Background: an optimization exercise with open tools, aiming at small area, a short achievable clock period and few clock cycles. Do not read the settings as production practice. RTL that was checked went through simulation tests only; none was proved equivalent to the original. Power figures rest on the tool's default switching activity, not on a simulated workload.

Design cnc_motion_core, start of the top module:
module cnc_motion_core (
    input  wire        clk,
    input  wire        rst,
    input  wire        op_valid,
    output wire        op_ready,
    input  wire [1:0]  op_code,
    input  wire        op_offer,
    input  wire [8:0]  op_addr,
    input  wire [31:0] cmd_dx,
    input  wire [31:0] cmd_dy,
    input  wire [31:0] cmd_dz,
    input  wire [31:0] cmd_speed,
    output reg         rsp_valid,
    output wire        rsp_halted,
    output reg         rsp_consumed,
    output reg  [31:0] rsp_data,
    output wire [2:0]  step,
    output wire [2:0]  dir
);
Size: ~5300 cells after synthesis, ~730 flip-flops, roughly 190 I/O pins.
Settings: LEC_CHECK=0, CAP_MARGIN=20, CORE_MARGIN=2, CORE_UTILIZATION=45, CTS_CLUSTER_DIAMETER=70, CTS_CLUSTER_SIZE=25, PLACE_DENSITY=0.65, SLEW_MARGIN=20; clock period 16.0 ns.
standard.sh (not shown) runs the stock make flow with config.mk's settings and CLKGATE_MAP_FILE= SYNTH_SCRIPT=/design/flow/synth_recipe.tcl, a recipe that flattens the netlist after the stock synthesis.
==> flow/flow/run.sh <==
#!/bin/bash
# The standard layout (the standard.sh, standard synthesis included),
# with ORFS's timing repair asked to aim for a larger setup slack than the
# default, so that it works on paths that already meet the clock.
set -euo pipefail
bash standard.sh 'BUFFER_PORTS_ARGS=-buffer_cell sky130_fd_sc_hd__buf_4' SETUP_SLACK_MARGIN=11 finish > flow_make.log 2>&1
Testbench counts at the start, summed over its fixed seeds: cycles 502,958.
Edit:
--- a/flow/config.mk
+++ b/flow/config.mk
@@ -10,4 +10,4 @@
 export CORE_UTILIZATION = 45
-export CTS_CLUSTER_DIAMETER = 70
-export CTS_CLUSTER_SIZE = 25
+export CTS_CLUSTER_DIAMETER = 60
+export CTS_CLUSTER_SIZE = 20
 export PLACE_DENSITY = 0.65
What happened: Power rose by 3.4%. Global-route usage rose by 0.22 points. Sequential power is about the same. Clock power rose by 21%. Non-clock buffer count rose by 3. Routed wire length rose by 0.43%.

---

PW:
cnc_motion_core, a different RTL version from the one above (not shown whole).
For scale: roughly 5300 cells after synthesis.
export LEC_CHECK = 0
export CAP_MARGIN = 20
export CORE_MARGIN = 2
export CORE_UTILIZATION = 30
export PLACE_DENSITY = 0.5
export SLEW_MARGIN = 20
create_clock -name core_clock -period 16.0 [get_ports {clk}]
==> flow/flow/run.sh <==
#!/bin/bash
# The standard layout (the standard.sh, standard synthesis included),
# with ORFS's timing repair asked to aim for a larger setup slack than the
# default, so that it works on paths that already meet the clock.
set -euo pipefail
bash standard.sh 'BUFFER_PORTS_ARGS=-buffer_cell sky130_fd_sc_hd__buf_4' SETUP_SLACK_MARGIN=10 finish > flow_make.log 2>&1
[inputs] JK vs PW
--- a/flow/flow/run.sh
+++ b/flow/flow/run.sh
@@ -6 +6 @@
-bash standard.sh 'BUFFER_PORTS_ARGS=-buffer_cell sky130_fd_sc_hd__buf_4' SETUP_SLACK_MARGIN=10 finish > flow_make.log 2>&1
+bash standard.sh SETUP_SLACK_MARGIN=11 finish > flow_make.log 2>&1
Results
Clock share of power: JK vs PW down 2.8 points. Across both runs, remaining max-slew budget at the tightest pin was higher for JK than for PW. Looking at startpoint-to-endpoint class of the critical path, the input pin to flip-flop result is from JK; the flip-flop to flip-flop one comes from PW. In the tables for JK and PW, internal power reads lower with PW.
No functional check of the RTL was part of any run of this note.

---

cnc_motion_core again, from the RTL that the note above started with.
==> flow/config.mk <==
export PLATFORM = sky130hd
export DESIGN_NAME = cnc_motion_core
export DESIGN_NICKNAME = cnc_motion_core
export VERILOG_FILES = /design/flow/design.v
export SDC_FILE = /design/flow/constraint.sdc
export NUM_CORES = 4
export LEC_CHECK = 0
export CAP_MARGIN = 20
export CORE_MARGIN = 2
export CORE_UTILIZATION = 30
export PLACE_DENSITY = 0.5
export SLEW_MARGIN = 20
==> flow/constraint.sdc <==
create_clock -name core_clock -period 16.0 [get_ports {clk}]
set_input_delay 3.2000 -clock core_clock [delete_from_list [all_inputs] [get_ports {clk}]]
set_output_delay 3.2000 -clock core_clock [all_outputs]
set_load 0.01 [all_outputs]
==> flow/flow/run.sh <==
#!/bin/bash
# The standard layout (the standard.sh, standard synthesis included),
# with ORFS's timing repair asked to aim for a larger setup slack than the
# default, so that it works on paths that already meet the clock.
set -euo pipefail
bash standard.sh SETUP_SLACK_MARGIN=12 finish > flow_make.log 2>&1
Change:
--- a/flow/flow/run.sh
+++ b/flow/flow/run.sh
@@ -4,3 +4,3 @@
 # default, so that it works on paths that already meet the clock.
 set -euo pipefail
-bash standard.sh SETUP_SLACK_MARGIN=12 finish > flow_make.log 2>&1
+bash standard.sh SETUP_SLACK_MARGIN=10 finish > flow_make.log 2>&1
Outcome: The changed run finished clean. Cell count drops by about 8%. Die area stays the same. Hold slack gets worse by 0.0040 ns. First-iteration DRC count shrinks by about 22%.
No run of this note included a check of the RTL's function; only the layout flow was run.

---

cnc_motion_core, a different RTL version from the one above (not shown whole).
Size in the first run: about 5300 cells after synthesis, roughly 730 flip-flops, about 190 I/O pins, ~47000 um2 of cells after synthesis.
Design cnc_motion_core, start of the top module:
module cnc_motion_core (
    input  wire        clk,
    input  wire        rst,
    input  wire        op_valid,
    output wire        op_ready,
    input  wire [1:0]  op_code,
    input  wire        op_offer,
    input  wire [8:0]  op_addr,
    input  wire [31:0] cmd_dx,
    input  wire [31:0] cmd_dy,
    input  wire [31:0] cmd_dz,
    input  wire [31:0] cmd_speed,
    output reg         rsp_valid,
    output wire        rsp_halted,
    output reg         rsp_consumed,
    output reg  [31:0] rsp_data,
    output wire [2:0]  step,
    output wire [2:0]  dir
);
    localparam [1:0] OP_TICK = 2'd0, OP_POLL = 2'd1, OP_READ = 2'd2, OP_SMON = 2'd3;
    localparam [4:0] D_IDLE = 5'd0,
                     D_LD   = 5'd1,    
                     D_ABS  = 5'd2,    
                     D_OVF  = 5'd3,    
                     D_OVC  = 5'd4,
                     D_CHK  = 5'd5,    
                     D_SQ   = 5'd6,    
                     D_SQX  = 5'd7,
                     D_SQZ  = 5'd22,   
                     D_SQA  = 5'd8,    
                     D_SQB  = 5'd9,
                     D_DONE = 5'd10,   
                     D_KV   = 5'd21,   
  ...
==> flow/config.mk <==
export PLATFORM = sky130hd
export DESIGN_NAME = cnc_motion_core
export DESIGN_NICKNAME = cnc_motion_core
export VERILOG_FILES = /design/flow/design.v
export SDC_FILE = /design/flow/constraint.sdc
export NUM_CORES = 4
export LEC_CHECK = 0
export CAP_MARGIN = 20
export CORE_MARGIN = 2
export CORE_UTILIZATION = 55
export PLACE_DENSITY = 0.75
export SLEW_MARGIN = 20
==> flow/constraint.sdc <==
create_clock -name core_clock -period 16.0 [get_ports {clk}]
set_input_delay 3.2000 -clock core_clock [delete_from_list [all_inputs] [get_ports {clk}]]
set_output_delay 3.2000 -clock core_clock [all_outputs]
set_load 0.01 [all_outputs]
==> flow/flow/run.sh <==
#!/bin/bash
# The standard layout (the standard.sh, standard synthesis included),
# with ORFS's timing repair asked to aim for a larger setup slack than the
# default, so that it works on paths that already meet the clock.
set -euo pipefail
bash standard.sh 'BUFFER_PORTS_ARGS=-buffer_cell sky130_fd_sc_hd__buf_4' SETUP_SLACK_MARGIN=11 finish > flow_make.log 2>&1
The starting point passed the timing, design-rule and antenna checks.
Testbench counts at the start, summed over its fixed seeds: cycles 504,258.
Rerun with:
- CORE_UTILIZATION: 55 -> 45
- CTS_CLUSTER_DIAMETER: unset -> 80
- CTS_CLUSTER_SIZE: unset -> 30
- PLACE_DENSITY: 0.75 -> 0.65
- The new run finished with timing, DRC and antenna clean
- first-iteration DRC count went down by about a fifth
- clock skew rose by 0.0070 ns
- clock-buffer cell count fell by 68
- fmax climbs slightly
- via count fell by a few percent
- synthesized area is unchanged
- die area came out higher by about a fifth
- power went down by a few percent
- clock power came out lower by a quarter to a third
- final cell count goes up by a few percent

-- separate check: timing with driven ports --
Ports are ideal in the flow. The routed layouts listed here were re-timed in OpenROAD. Step 1: set_driving_cell puts a clkbuf_16 on clk and a buf_2 on each other input, an assumption about the parent block. Step 2 times the ports against the registers' clock, not the clock port: input delays grow and output delays shrink by t, the midpoint of the rising clock arrivals with the driver on. a / b / c = no drivers / after step 1 / after step 2; a / b = the first two.
run	t (ns)	setup slack, ns	clock arrival spread, ns
the first run of note 1	0.758	10.989 / 11.015 / 10.257	0.042 / 0.042
the second run of note 1	0.752	10.927 / 10.947 / 10.195	0.041 / 0.040
PW	0.811	10.228 / 10.228 / 9.490	0.054 / 0.054
JK	0.787	11.018 / 10.971 / 10.280	0.084 / 0.084
the first run of note 3	0.804	11.122 / 11.094 / 10.290	0.078 / 0.077
the second run of note 3	0.812	10.151 / 10.151 / 9.396	0.056 / 0.055
the first run of note 4	0.733	10.907 / 10.949 / 10.216	0.043 / 0.042
the second run of note 4	0.754	10.980 / 10.980 / 10.230	0.050 / 0.049
After both steps setup and hold are still met in every run listed. For the first run of note 3, which loses most, drivers alone change the setup slack by -0.028 ns; drivers and shift together by -0.832 ns.
